Source: an optimization exercise on an open RTL-to-GDS flow (aim: small area). Production flows keep margins and buffers that such runs may drop.
In this exercise RTL edits were held to simulation tests only and were not proved equivalent to the original.
No driver is modelled on the clock port, so clocking that relies on it looks cheaper here than on a real chip.
Power is estimated from default activity; no workload was simulated.

## job 101
## b64core
module b64core (
    input  wire        clk,
    input  wire        rst,
    input  wire        enc_in_valid,
    input  wire [9:0]  enc_in_data,
    output wire        enc_in_ready,
    output wire        enc_out_valid,
    output wire [32:0] enc_out_data,
    input  wire        enc_out_ready,
    output wire        enc_busy,
    input  wire        dec_in_valid,
    input  wire [22:0] dec_in_data,
    output wire        dec_in_ready,
    output wire        dec_out_valid,
    output wire [27:0] dec_out_data,
    input  wire        dec_out_ready,
    output wire        dec_busy
);
    b64_enc u_enc (
        .clk(clk), .rst(rst),
        .in_valid(enc_in_valid), .in_data(enc_in_data), .in_ready(enc_in_ready),
        .out_valid(enc_out_valid), .out_data(enc_out_data), .out_ready(enc_out_ready),
        .busy(enc_busy)
    );
    b64_dec u_dec (
        .clk(clk), .rst(rst),
        .in_valid(dec_in_valid), .in_data(dec_in_data), .in_ready(dec_in_ready),
        .out_valid(dec_out_valid), .out_data(dec_out_data), .out_ready(dec_out_ready),
        .busy(dec_busy)
    );
endmodule
export LEC_CHECK = 0
export CAP_MARGIN = 20
export CORE_MARGIN = 2
export CORE_UTILIZATION = 72
export PLACE_DENSITY = 0.85
export SLEW_MARGIN = 20
export BUFFER_PORTS_ARGS = -buffer_cell sky130_fd_sc_hd__buf_1
export CTS_ARGS = -sink_clustering_enable -repair_clock_nets -dont_use_dummy_load -buf_list sky130_fd_sc_hd__clkbuf_4 -root_buf sky130_fd_sc_hd__clkbuf_4
export POST_CTS_TCL = /design/flow/flow/post_cts.tcl
create_clock -name core_clock -period 5.0 [get_ports {clk}]
standard.sh (not shown) runs the stock make flow with config.mk's settings and CLKGATE_MAP_FILE= SYNTH_SCRIPT=/design/flow/synth_recipe.tcl, a recipe that flattens the netlist after the stock synthesis.
==> flow/flow/run.sh <==
#!/bin/bash
# Own layout flow: the standard layout (standard.sh) with
#  - the standard synthesis script, but ABC run with an area-oriented script
#    (flow/area.script) and adders left to ABC instead of the adder cells;
#  - port buffers of the smallest buffer cell;
#  - a clock tree of small clock buffers without dummy loads, each clock
#    buffer then sized to the smallest that keeps its loads' slew low
#    (flow/post_cts.tcl).
# Each tool's output goes to a log file in the work folder.
set -euo pipefail
W=$(pwd)
cat > "$W/own_synth.tcl" <<EOF
proc abc {args} {
  set i [lsearch -exact \$args -script]
  if {\$i >= 0} { lset args [expr {\$i+1}] $W/flow/area.script }
  yosys abc {*}\$args
}
source $W/synth_recipe.tcl
EOF
cat >> config.mk <<'EOF'
export BUFFER_PORTS_ARGS = -buffer_cell sky130_fd_sc_hd__buf_1
export CTS_ARGS = -sink_clustering_enable -repair_clock_nets -dont_use_dummy_load -buf_list sky130_fd_sc_hd__clkbuf_4 -root_buf sky130_fd_sc_hd__clkbuf_4
EOF
echo "export POST_CTS_TCL = $W/flow/post_cts.tcl" >> config.mk
bash standard.sh SYNTH_SCRIPT="$W/own_synth.tcl" ADDER_MAP_FILE= finish > standard.log 2>&1
==> flow/flow/post_cts.tcl <==
# After CTS: size each clock buffer to the smallest clock buffer whose loads
# see an estimated slew below a target, leaves first, then legalize.
set ::clk_sizes {sky130_fd_sc_hd__clkbuf_1 sky130_fd_sc_hd__clkbuf_2 sky130_fd_sc_hd__clkbuf_4 sky130_fd_sc_hd__clkbuf_8 sky130_fd_sc_hd__clkbuf_16}
set ::clk_slew_target 0.112

proc clk_load_slew { inst } {
  set out [get_pins -of_objects $inst -filter "direction == output"]
  set worst 0
  foreach p [get_pins -of_objects [get_nets -of_objects $out] -filter "direction == input"] {
    set s [get_property $p slew_max]
    if { $s > $worst } { set worst $s }
  }
  return $worst
}

proc clk_is_leaf { inst } {
  set out [get_pins -of_objects $inst -filter "direction == output"]
  foreach p [get_pins -of_objects [get_nets -of_objects $out] -filter "direction == input"] {
    if { [string match *clkbuf* [get_property [get_cells -of_objects $p] ref_name]] } { return 0 }
  }
  return 1
}

proc clk_size { inst } {
  set clk_sizes $::clk_sizes; set clk_slew_target $::clk_slew_target
  set name [get_property $inst name]
  foreach size $clk_sizes {
    replace_cell $name $size
    estimate_parasitics -placement
    if { [clk_load_slew $inst] < $clk_slew_target } { break }
  }
  puts "clock buffer $name: $size, load slew [clk_load_slew $inst]"
}

set clk_bufs {}
foreach inst [get_cells *] {
  if { [string match sky130_fd_sc_hd__clkbuf_* [get_property $inst ref_name]] } {
    lappend clk_bufs $inst
  }
}
estimate_parasitics -placement
foreach inst $clk_bufs { if { [clk_is_leaf $inst] } { clk_size $inst } }
foreach inst $clk_bufs { if { ![clk_is_leaf $inst] } { clk_size $inst } }
# the root's size changes the leaves' input slew: upsize any leaf left over
foreach inst $clk_bufs {
  set i [lsearch $::clk_sizes [get_property $inst ref_name]]
  while { [clk_load_slew $inst] >= $::clk_slew_target && $i < [llength $::clk_sizes] - 1 } {
    incr i
    replace_cell [get_property $inst name] [lindex $::clk_sizes $i]
    estimate_parasitics -placement
  }
}
detailed_placement
check_placement -verbose
estimate_parasitics -placement
foreach inst $clk_bufs { puts "clock buffer [get_property $inst name]: [get_property $inst ref_name], load slew [clk_load_slew $inst]" }
Other scripts of this flow, unchanged in this note and not shown: flow/flow/area.script
Job 101: PASS, flow complete, no timing, DRC or antenna violations
Modified inputs, job 102 compared to job 101
Settings: PLACE_DENSITY: 0.85 -> unset; CORE_UTILIZATION: 72 -> 40.
diff --git a/flow/flow/post_cts.tcl b/flow/flow/post_cts.tcl
--- a/flow/flow/post_cts.tcl
+++ b/flow/flow/post_cts.tcl
@@ -3,3 +3,3 @@
 set ::clk_sizes {sky130_fd_sc_hd__clkbuf_1 sky130_fd_sc_hd__clkbuf_2 sky130_fd_sc_hd__clkbuf_4 sky130_fd_sc_hd__clkbuf_8 sky130_fd_sc_hd__clkbuf_16}
-set ::clk_slew_target 0.112
+set ::clk_slew_target 0.100
 
==> notes.md <==
Power consumption (lower): job 102. Diff job 101 -> job 102 | final critical-path setup slack | increase of 0.28 ns. | non-clock buffer count | higher: job 101 |. Any difference in sequential power between job 101 and job 102 is small enough to ignore. Reported for job 101 and job 102, antenna diode instance count turned out identical to the last digit. Delta (job 102 minus job 101): overall via count from detail_route dropped about 9%, global-route usage fell by 16 points, total detailed-routing wirelength down 14%. Job 102 against job 101; total power density per cell area is down by a few percent.

* * *

## JK
b64core, a different RTL version from the one above (not shown whole).
For scale: roughly 360 cells after synthesis, ~110 I/O pins, ~3200 sq um of cells after synthesis.
clock: 5.0 ns
lec_check: 0
cap_margin: 20
core_margin: 2
core_utilization: 40
slew_margin: 20
buffer_ports_args: -buffer_cell sky130_fd_sc_hd__buf_1
cts_args: -sink_clustering_enable -repair_clock_nets -dont_use_dummy_load -buf_list sky130_fd_sc_hd__clkbuf_4 -root_buf sky130_fd_sc_hd__clkbuf_4
==> flow/flow/run.sh <==
#!/bin/bash
# Own layout flow: the standard layout (standard.sh) with
#  - the standard synthesis script, but ABC run with an area-oriented script
#    (flow/area.script) and adders left to ABC instead of the adder cells;
#  - port buffers of the smallest buffer cell;
#  - a clock tree of small clock buffers without dummy loads.
# Each tool's output goes to a log file in the work folder.
set -euo pipefail
W=$(pwd)
cat > "$W/own_synth.tcl" <<EOF
proc abc {args} {
  set i [lsearch -exact \$args -script]
  if {\$i >= 0} { lset args [expr {\$i+1}] $W/flow/area.script }
  yosys abc {*}\$args
}
source $W/synth_recipe.tcl
EOF
cat >> config.mk <<'EOF'
export BUFFER_PORTS_ARGS = -buffer_cell sky130_fd_sc_hd__buf_1
export CTS_ARGS = -sink_clustering_enable -repair_clock_nets -dont_use_dummy_load -buf_list sky130_fd_sc_hd__clkbuf_4 -root_buf sky130_fd_sc_hd__clkbuf_4
EOF
bash standard.sh SYNTH_SCRIPT="$W/own_synth.tcl" ADDER_MAP_FILE= finish > standard.log 2>&1
==> flow/flow/area.script <==
strash
&get -n
&deepsyn -T 60
&put
strash
dch -f
amap
JK: all stages complete, timing, DRC and antenna checks passed
For MS, these inputs were changed with respect to JK:
==> flow/flow/run.sh <==
#!/bin/bash
# Own layout flow: the standard layout, with smaller port buffers and a
# clock tree built from small clock buffers without dummy loads.
set -euo pipefail
cat >> config.mk <<'EOF'
export BUFFER_PORTS_ARGS = -buffer_cell sky130_fd_sc_hd__buf_1
export CTS_ARGS = -sink_clustering_enable -repair_clock_nets -dont_use_dummy_load -buf_list sky130_fd_sc_hd__clkbuf_4 -root_buf sky130_fd_sc_hd__clkbuf_4
EOF
bash standard.sh > standard.log 2>&1
removed: flow/flow/area.script
[summary]
MS vs. JK: synthesized-area fraction occupied by xor and xnor cells went up by 3.9 points. JK and MS ended up with roughly the same clock transition at the registers of the reported paths. Where total wirelength of the detailed-routed design is concerned, JK is better than MS. MS vs JK: synthesized area per cell up by more than 10%. Pin count of the biggest net entering global routing: MS vs JK down 5. Looking at switching power summed over all nets, MS sits below JK. Sequential cell count came out exactly the same in JK and MS.
For AL, these inputs were changed with respect to MS:
# MS
export LEC_CHECK = 0
export CAP_MARGIN = 20
export CORE_MARGIN = 2
export CORE_UTILIZATION = 40
export SLEW_MARGIN = 20
export BUFFER_PORTS_ARGS = -buffer_cell sky130_fd_sc_hd__buf_1
export CTS_ARGS = -sink_clustering_enable -repair_clock_nets -dont_use_dummy_load -buf_list sky130_fd_sc_hd__clkbuf_4 -root_buf sky130_fd_sc_hd__clkbuf_4
create_clock -name core_clock -period 5.0 [get_ports {clk}]
# AL
export LEC_CHECK = 0
export CAP_MARGIN = 20
export CORE_MARGIN = 2
export CORE_UTILIZATION = 40
export SLEW_MARGIN = 20
create_clock -name core_clock -period 5.0 [get_ports {clk}]
==> flow/run.sh (new file) <==
#!/bin/bash
# synth_recipe.tcl (not shown) runs the flow's synth.tcl, then flattens the netlist and writes it again
# the make line also repeats each setting of config.mk as NAME=value (left out here)
make -C /OpenROAD-flow-scripts/flow DESIGN_CONFIG=/design/flow/config.mk WORK_HOME=/design/flow/orfs CLKGATE_MAP_FILE= SYNTH_SCRIPT=/design/flow/synth_recipe.tcl finish
removed: flow/flow/run.sh
removed: flow/standard.sh
## What came out
Every run in the comparison, MS and AL, completed the flow with a clean layout. Share of power burned in the clock network came out higher on AL than on MS. When AL is measured against MS, its part of the power in combinational logic turns out 0.8 points higher. AL vs. MS: net switching fraction of the power went down by 2.5 points, met1 routing resource usage after global routing higher, total internal power rose 26%, count of clock-buffer cells in the layout rose by 3, non-clock buffer count now larger. MS → AL: fraction of synthesized area in multiplexers held, power density of the placed cells went up by about 4%.

-- afterwards: timing with drivers on the ports --
No port has a modelled driver above. Below, the same layouts with a new extraction and two added sets of constraints. Step 1, drivers: a clkbuf_16 drives clk and a buf_2 each remaining input, both assumed. Step 2 also shifts input and output timing later by t, the mid clock arrival at the registers, as if the neighbouring blocks saw the same clock. a / b / c = ideal / step 1 / step 2; a / b = the first two.
| run | shift t [ns] | setup slack, ns | worst setup path after step 2 | worst data-port slew with drivers (ns) |
|---|---|---|---|---|
| job 101 | 0.351 | 0.178 / 0.144 / 0.144 | input to output | 0.05 |
| job 102 | 0.338 | 0.457 / 0.407 / 0.407 | input to output | 0.05 |
| JK | 0.398 | 0.560 / 0.533 / 0.931 | register to output | 0.05 |
| MS | 0.399 | 0.512 / 0.483 / 0.882 | register to output | 0.05 |
| AL | 0.350 | 0.423 / 0.392 / 0.743 | register to output | 0.04 |
After both steps every run listed still meets setup and hold. For job 102, which loses most, drivers alone change the setup slack by -0.050 ns; drivers and shift together by -0.050 ns.
